What follows belongs to an exercise in optimizing a design on an open flow for small area, a short achievable clock period and few clock cycles per item; a production flow would make more cautious choices.
RTL that was checked went through simulation tests only; none was proved equivalent to the original.
Power figures rest on the tool's default switching activity, not on a simulated workload.

==> run A <==
==> flow/design.v (excerpt) <==
module si7021_unit (
    input  wire        clk,
    input  wire        rst,           
    input  wire        in_valid,
    output wire        in_ready,
    input  wire [7:0]  in_op,
    input  wire [63:0] in_a,
    input  wire [47:0] in_b,
    input  wire [7:0]  in_c,
    input  wire [23:0] in_n,
    output reg         out_valid,
    output wire [1:0]  out_fault,
    output reg  [63:0] out_r0,
    output reg  [31:0] out_r1
);
    genvar gk;
    wire [7:0] n1 = in_n[7:0];
    wire [7:0] n2 = in_n[15:8];
    wire [7:0] n3 = in_n[23:16];
    wire lengths_good = (n1 == 8'd8) && (n2 == 8'd6) && (n3 == 8'd1);
    wire i_10 = (in_op == 8'h10);
    wire raw_a = in_op[4];
    wire sel_n = ~in_op[4] & ~in_op[3] & ~in_op[2] & ~in_op[1] & (in_op[0] | ~lengths_good);
    wire [7:0] a0 = in_a[7:0],   a1 = in_a[15:8],  a2 = in_a[23:16], a3 = in_a[31:24];
    wire [7:0] a4 = in_a[39:32], a5 = in_a[47:40], a6 = in_a[55:48], a7 = in_a[63:56];
    wire [7:0] b0 = in_b[7:0],   b1 = in_b[15:8],  b3 = in_b[31:24], b4 = in_b[39:32];
    wire [63:0] pack;
    assign pack[7:0]   = sel_n ? n1 : a0;
    assign pack[15:8]  = raw_a ? a1 : sel_n ? n2 : in_op[3] ? b0 : a2;
    assign pack[23:16] = raw_a ? a2 : sel_n ? n3 : a4;
    assign pack[31:24] = raw_a ? a3 : a6;
    assign pack[39:32] = raw_a ? a4 : b0;
    assign pack[47:40] = raw_a ? a5 : b1;
    assign pack[55:48] = raw_a ? a6 : b3;
    assign pack[63:56] = raw_a ? a7 : b4;
    wire [3:0] len = i_10 ? 4'd1 : ((n1[7:3] != 5'd0) ? 4'd8 : {1'b0, n1[2:0]});
    wire [7:0] g1_x0 = a0;
    wire [7:0] g1_x1 = a1 ^ a2;
    wire [7:0] g1_x2 = a3 ^ a4;
    wire [7:0] g1_x3 = a5 ^ a6;
    wire [7:0] g1_t0, g1_t1, g1_t2, g1_t3;
    assign g1_t0[0] = ^(g1_x0 & 8'h59);
    assign g1_t0[1] = ^(g1_x0 & 8'hB2);
    assign g1_t0[2] = ^(g1_x0 & 8'h64);
    assign g1_t0[3] = ^(g1_x0 & 8'hC8);
    assign g1_t0[4] = ^(g1_x0 & 8'hC9);
    assign g1_t0[5] = ^(g1_x0 & 8'hCB);
    assign g1_t0[6] = ^(g1_x0 & 8'h96);
    assign g1_t0[7] = ^(g1_x0 & 8'h2C);
    assign g1_t1[0] = ^(g1_x1 & 8'h59);
    assign g1_t1[1] = ^(g1_x1 & 8'hB2);
    assign g1_t1[2] = ^(g1_x1 & 8'h64);
    assign g1_t1[3] = ^(g1_x1 & 8'hC8);
    assign g1_t1[4] = ^(g1_x1 & 8'hC9);
    assign g1_t1[5] = ^(g1_x1 & 8'hCB);
    assign g1_t1[6] = ^(g1_x1 & 8'h96);
  ...
==> flow/config.mk <==
export PLATFORM = sky130hd
export DESIGN_NAME = si7021_unit
export DESIGN_NICKNAME = si7021_unit
export VERILOG_FILES = /design/flow/design.v
export SDC_FILE = /design/flow/constraint.sdc
export NUM_CORES = 4
export LEC_CHECK = 0
export CAP_MARGIN = 20
export CORE_MARGIN = 2
export CORE_UTILIZATION = 40
export CTS_CLUSTER_DIAMETER = 100
export CTS_CLUSTER_SIZE = 30
export SLEW_MARGIN = 20
==> flow/constraint.sdc <==
create_clock -name core_clock -period 13.0 [get_ports {clk}]
set_input_delay 2.6000 -clock core_clock [delete_from_list [all_inputs] [get_ports {clk}]]
set_output_delay 2.6000 -clock core_clock [all_outputs]
set_load 0.01 [all_outputs]
standard.sh (not shown) runs the stock make flow with config.mk's settings and CLKGATE_MAP_FILE= SYNTH_SCRIPT=/design/flow/synth_recipe.tcl, a recipe that flattens the netlist after the stock synthesis.
==> flow/flow/run.sh <==
#!/bin/bash
set -euo pipefail
bash standard.sh SETUP_SLACK_MARGIN=9.3 "BUFFER_PORTS_ARGS=-buffer_cell sky130_fd_sc_hd__buf_2" finish > standard_flow.log 2>&1
==> run Z: changes against run A <==
--- a/flow/design.v
+++ b/flow/design.v
@@ -66,17 +66,17 @@
     assign g1_t3[0] = ^(g1_x3 & 8'h59);
     assign g1_t3[1] = ^(g1_x3 & 8'hB2);
     assign g1_t3[2] = ^(g1_x3 & 8'h64);
     assign g1_t3[3] = ^(g1_x3 & 8'hC8);
     assign g1_t3[4] = ^(g1_x3 & 8'hC9);
     assign g1_t3[5] = ^(g1_x3 & 8'hCB);
     assign g1_t3[6] = ^(g1_x3 & 8'h96);
     assign g1_t3[7] = ^(g1_x3 & 8'h2C);
-    wire g1bad = (g1_t3 != a7) | (g1_t2 != a5) | (g1_t1 != a3) | (g1_t0 != a1);
+    wire [3:0] g1bad = {g1_t3 != a7, g1_t2 != a5, g1_t1 != a3, g1_t0 != a1};
     wire [7:0] g2_p0 = b0, g2_q0 = b1;
     wire [7:0] g2_p1 = b3, g2_q1 = b4;
     wire [7:0] g2_u0, g2_v0, g2_u1, g2_v1;
     assign g2_u0[0] = ^(g2_p0 & 8'hCE);
     assign g2_u0[1] = ^(g2_p0 & 8'h9C);
     assign g2_u0[2] = ^(g2_p0 & 8'h39);
     assign g2_u0[3] = ^(g2_p0 & 8'h72);
     assign g2_u0[4] = ^(g2_p0 & 8'h2B);
@@ -102,24 +102,25 @@
     assign g2_v1[0] = ^(g2_q1 & 8'h59);
     assign g2_v1[1] = ^(g2_q1 & 8'hB2);
     assign g2_v1[2] = ^(g2_q1 & 8'h64);
     assign g2_v1[3] = ^(g2_q1 & 8'hC8);
     assign g2_v1[4] = ^(g2_q1 & 8'hC9);
     assign g2_v1[5] = ^(g2_q1 & 8'hCB);
     assign g2_v1[6] = ^(g2_q1 & 8'h96);
     assign g2_v1[7] = ^(g2_q1 & 8'h2C);
-    wire g2bad = ((g2_u1 ^ g2_v1) != in_b[47:40]) | ((g2_u0 ^ g2_v0) != in_b[23:16]);
+    wire [1:0] g2bad = {(g2_u1 ^ g2_v1) != in_b[47:40], (g2_u0 ^ g2_v0) != in_b[23:16]};
     reg        v_q;
     reg [63:0] d_q;
     reg [7:0]  c_q;
     reg [7:0]  op_q;
     reg [3:0]  len_q;
     reg        good_q;
-    reg        g1_q, g2_q;
+    reg [3:0]  g1_q;
+    reg [1:0]  g2_q;
     always @(posedge clk) begin
         if (rst)
             v_q <= 1'b0;
         else
             v_q <= in_valid;
         d_q    <= pack;
         c_q    <= in_c;
         op_q   <= in_op;
@@ -248,29 +249,32 @@
     wire [29:0] cz = {14'd0, code};
     wire [29:0] cn = {14'd0, ~code};
     wire [29:0] pp0 = cz;
     wire [29:0] pp1 = cz << 5;
     wire [29:0] pp2 = cz << 12;
     wire [29:0] pp3 = is_t ? (cz << 8) : (cn << 10);
     wire [29:0] pp4 = is_t ? (cz << 3) : (cz << 4);
     wire [29:0] pp5 = is_t ? 30'd0     : (cz << 2);
+    wire [29:0] kof = is_t ? (30'h1FFF - (30'd4685 << 14))
+                           : (30'h1FFF - (30'd600 << 14) + 30'h3C000400);
     function [59:0] csa;             
         input [29:0] x, y, z;
         begin
             csa[29:0]  = x ^ y ^ z;
             csa[59:30] = {((x & y) | (x & z) | (y & z)), 1'b0};
         end
     endfunction
     wire [59:0] l1a = csa(pp0, pp1, pp2);
     wire [59:0] l1b = csa(pp3, pp4, pp5);
     wire [59:0] l2a = csa(l1a[29:0], l1a[59:30], l1b[29:0]);
     wire [59:0] l3a = csa(l2a[29:0], l2a[59:30], l1b[59:30]);
-    wire [29:0] sx = l3a[29:0];
-    wire [29:0] sy = l3a[59:30];      
+    wire [59:0] l4a = csa(l3a[29:0], l3a[59:30], kof);
+    wire [29:0] sx = l4a[29:0];
+    wire [29:0] sy = l4a[59:30];      
     function [2:0] dev_label;
         input [7:0] m;
         begin
             if (m == 8'h00 || m == 8'hFF) dev_label = 3'd0;
             else if (m == 8'h0D)          dev_label = 3'd1;
             else if (m == 8'h14)          dev_label = 3'd2;
             else if (m == 8'h15)          dev_label = 3'd3;
             else                          dev_label = 3'd4;
@@ -319,40 +323,62 @@
             default: begin hres = 4'd11; tres = 4'd11; end
         endcase
     end
     wire [15:0] hcur  = heater_current(op_q[0] ? h[3:0] : u[3:0]);
     wire [7:0] dev_in = op_25 ? u : d_q[39:32];
     wire [7:0] fw_in  = op_26 ? u : c_q;
     wire [2:0] dev_l  = dev_label(dev_in);
     wire [1:0] fw_l   = fw_label(fw_in);
-    wire [7:0] step = {c_q[6:0], 1'b0} ^ ((u[7] ^ c_q[7]) ? 8'h31 : 8'h00);
-    wire g1_any = g1_q;
-    wire g2_any = g2_q;
-    wire [63:0] r0 =
-          ({64{id_ok | op_24}}   & d_q)
-        | ({64{sentinel}}        & {40'hFF_FFFF_FFFF, d_q[23:0]})
-        | ({64{crc_op}}          & {53'd0, back, crc_c8})
-        | ({64{op_12}}           & {48'd0, u[6:0], 1'b0, step})
-        | ({64{op_28}}           & {31'd0, u[6], 7'd0, u[2], 4'd0, tres, 4'd0, hres, 6'd0, sel})
-        | ({64{op_29 | op_2c}}   & {60'd0, u[3:0]})
-        | ({64{op_2a}}           & {48'd0, hcur})
-        | ({64{op_2b}}           & {56'd0, c_q[1], u[6:1], c_q[0]})
-        | ({64{op_2d}}           & {15'd0, u[6], hcur, h, u, h[3:0], 3'd0, u[2], tres, hres})
-        | ({64{op_30}}           & {48'd0, u, h})
-        | ({64{~legal}}          & {56'd0, op})
-        | ({64{cnv_op}}          & {3'd0, is_t, sy[29:1], ~rnd_down, sx});
-    wire [28:0] r1 =
-          ({29{id_ok}}           & {3'b100, g2_any, g1_any, 2'd0, fw_l, 1'b0, dev_l, c_q, d_q[39:32]})
-        | ({29{op_21 & good_q}}  & {1'b1, 28'd0})
-        | ({29{op_22}}           & {4'd0, g1_any, 24'd0})
-        | ({29{op_23}}           & {3'd0, g2_any, 25'd0})
-        | ({29{op_25}}           & {10'd0, dev_l, 8'd0, u})
-        | ({29{op_26}}           & {7'd0, fw_l, 4'd0, u, 8'd0})
-        | ({29{sentinel}}        & {2'b00, 3'b100, 2'd0, 2'd2, 1'b0, 3'd5, 8'h00, 8'hFF});
+    reg [63:0] r0;
+    reg [28:0] r1;
+    always @(*) begin
+        r0 = 64'd0;
+        if (id_ok | op_24)  r0 = d_q;
+        if (sentinel)       r0 = {40'hFF_FFFF_FFFF, d_q[23:0]};
+        if (crc_op)         r0[10:0] = {back, crc_c8};
+        if (op_12)          r0[15:0] = {u[6:0], 1'b0,
+                                        {c_q[6:0], 1'b0} ^ ((u[7] ^ c_q[7]) ? 8'h31 : 8'h00)};
+        if (op_28) begin
+            r0[1:0]   = sel;
+            r0[11:8]  = hres;
+            r0[19:16] = tres;
+            r0[24]    = u[2];
+            r0[32]    = u[6];
+        end
+        if (op_29 | op_2c)  r0[3:0] = u[3:0];
+        if (op_2a)          r0[15:0] = hcur;
+        if (op_2b)          r0[7:0] = {c_q[1], u[6:1], c_q[0]};
+        if (op_2d) begin
+            r0[3:0]   = hres;
+            r0[7:4]   = tres;
+            r0[8]     = u[2];
+            r0[15:12] = h[3:0];
+            r0[23:16] = u;
+            r0[31:24] = h;
+            r0[47:32] = hcur;
+            r0[48]    = u[6];
+        end
+        if (op_30)          r0[15:0] = {u, h};
+        if (!legal)         r0[7:0] = op;
+        if (cnv_op)         r0 = {4'd0, sy[29:1], ~rnd_down, sx};
+        r1 = 29'd0;
+        if (id_ok) begin
+            r1[7:0]   = d_q[39:32];
+            r1[15:8]  = c_q;
+        end
+        if (op_25)          r1[7:0]  = u;
+        if (op_26)          r1[15:8] = u;
+        if (id_ok | op_25)  r1[18:16] = dev_l;
+        if (id_ok | op_26)  r1[21:20] = fw_l;
+        if (id_ok | op_22)  r1[24] = |g1_q;
+        if (id_ok | op_23)  r1[25] = |g2_q;
+        if (sentinel)       r1 = {2'b00, 3'b100, 2'd0, 2'd2, 1'b0, 3'd5, 8'h00, 8'hFF};
+        if ((op_20 | op_21) & good_q) r1[28] = 1'b1;
+    end
     reg        v2_q;
     reg [63:0] r0_q;
     reg [28:0] r1_q;
     reg        crc_q, cnv_q, fault_q;
     always @(posedge clk) begin
         if (rst)
             v2_q <= 1'b0;
         else
@@ -388,38 +414,35 @@
     assign crc_i1[1] = ^(crc_s2 & 8'h30);
     assign crc_i1[2] = ^(crc_s2 & 8'h61);
     assign crc_i1[3] = ^(crc_s2 & 8'hC2);
     assign crc_i1[4] = ^(crc_s2 & 8'h9D);
     assign crc_i1[5] = ^(crc_s2 & 8'h23);
     assign crc_i1[6] = ^(crc_s2 & 8'h46);
     assign crc_i1[7] = ^(crc_s2 & 8'h8C);
     wire [7:0] crc_res = back_q[0] ? crc_i1 : crc_s2;
-    wire [29:0] kof = r0_q[60] ? (30'h1FFF - (30'd4685 << 14))
-                               : (30'h1FFF - (30'd600 << 14) + 30'h3C000400);
-    wire [59:0] l4a = csa(r0_q[29:0], {r0_q[59:31], 1'b0}, kof);
-    wire [30:0] ax = {l4a[29:0], r0_q[30]};
-    wire [30:0] ay = {l4a[59:30], r0_q[30]};
+    wire [30:0] ax = {r0_q[29:0], r0_q[30]};
+    wire [30:0] ay = {r0_q[59:31], 1'b0, r0_q[30]};
     wire [30:0] kg0 = ax & ay, kp0 = ax ^ ay;
     wire [30:0] kg1 = kg0 | (kp0 & {kg0[29:0], 1'b0});
     wire [30:0] kp1 = kp0 & {kp0[29:0], 1'b0};
     wire [30:0] kg2 = kg1 | (kp1 & {kg1[28:0], 2'b0});
     wire [30:0] kp2 = kp1 & {kp1[28:0], 2'b0};
     wire [30:0] kg3 = kg2 | (kp2 & {kg2[26:0], 4'b0});
     wire [30:0] kp3 = kp2 & {kp2[26:0], 4'b0};
     wire [30:0] kg4 = kg3 | (kp3 & {kg3[22:0], 8'b0});
     wire [30:0] kp4 = kp3 & {kp3[22:0], 8'b0};
     wire [30:0] kg5 = kg4 | (kp4 & {kg4[14:0], 16'b0});
     wire [30:0] sum31 = kp0 ^ {kg5[29:0], 1'b0};
     wire [15:0] cnv = sum31[30:15];
     reg [63:0] r0f;
     always @(*) begin
         r0f = r0_q;
         if (crc_q) r0f[10:0] = {3'd0, crc_res};
-        if (cnv_q) r0f[60:0] = {45'd0, cnv};
+        if (cnv_q) r0f[59:0] = {44'd0, cnv};
     end
     reg fault3_q;
     assign in_ready  = 1'b1;
     assign out_fault = {fault3_q, fault3_q};
     always @(posedge clk) begin
         if (rst)
             out_valid <= 1'b0;
         else
- CTS_CLUSTER_DIAMETER: 100 -> default
- CTS_CLUSTER_SIZE: 30 -> default
- TNS_END_PERCENT: default -> 0
==> comparison table <==
quantity	run A	run Z
Standby leakage power	9.47 nW	9.38 nW
Drt first-iter violations	1165	1084
Met2 layer usage reported by global route	0.441	0.437
Total Power Consumption	2.51 mW	2.75 mW
Mean instance size in the synthesized netlist	8.85 um2	8.95 um2
NetSw	920 uW	961 uW
Number of antenna violations at the first check in global routing	2	1
Multi-input comb cells	1522	1494
Placed cells	2814	2759
Worst setup startpoint	in_n[6]	in_n[17]
Synthesized-area fraction occupied by ao, oa, aoi and oai cells	0.139	0.137
Placed standard-cell area	20100 um2	19700 um2
Normalized max-slew margin	0.304	0.270
Non-CTS inverters	152	126
Distinct cell type count after synthesis	79	74
Result of the run	timing/DRC/antenna clean	timing/DRC/antenna clean
Sequential group share of total power	0.368	0.340
Final period utilization	0.297	0.292
Clock buffer count from CTS	15	29
Number of tap cells inserted	600	592
Via count of the first global-routing pass	15600	15300
End point of the most critical hold path	out_r1[21]$_DFF_P_	out_r1[13]$_DFF_P_
Non-filler instance count after layout	2864	2819
Testbench counts of run Z, summed over its fixed seeds: cycles 4,824, ops 4,800.
Function not checked in run A: the RTL went through the layout flow alone.

[separate check: timing with driven ports]
The results above use ideal ports. As a check the final layouts listed here were re-extracted and re-timed, cells and wires unchanged. Step 1, drivers: a clkbuf_16 drives clk and a buf_2 each remaining input, both assumed. Step 2 moves the port delays by t, midway between the first and last clock arrival at a register: inputs arrive t later, outputs are due t later. That takes back most of the time a late clock gives input paths. a / b / c = no drivers / after step 1 / after step 2; a / b = the first two.
run	shift t [ns]	setup slack, ns	clock arrival spread, ns
run A	0.576	9.142 / 9.155 / 8.579	0.057 / 0.058
run Z	0.623	9.199 / 9.237 / 8.613	0.030 / 0.031
After both steps every run listed still meets setup and hold. The setup slack of run Z, which loses most, moves by +0.038 ns with the drivers and by -0.586 ns with both steps.
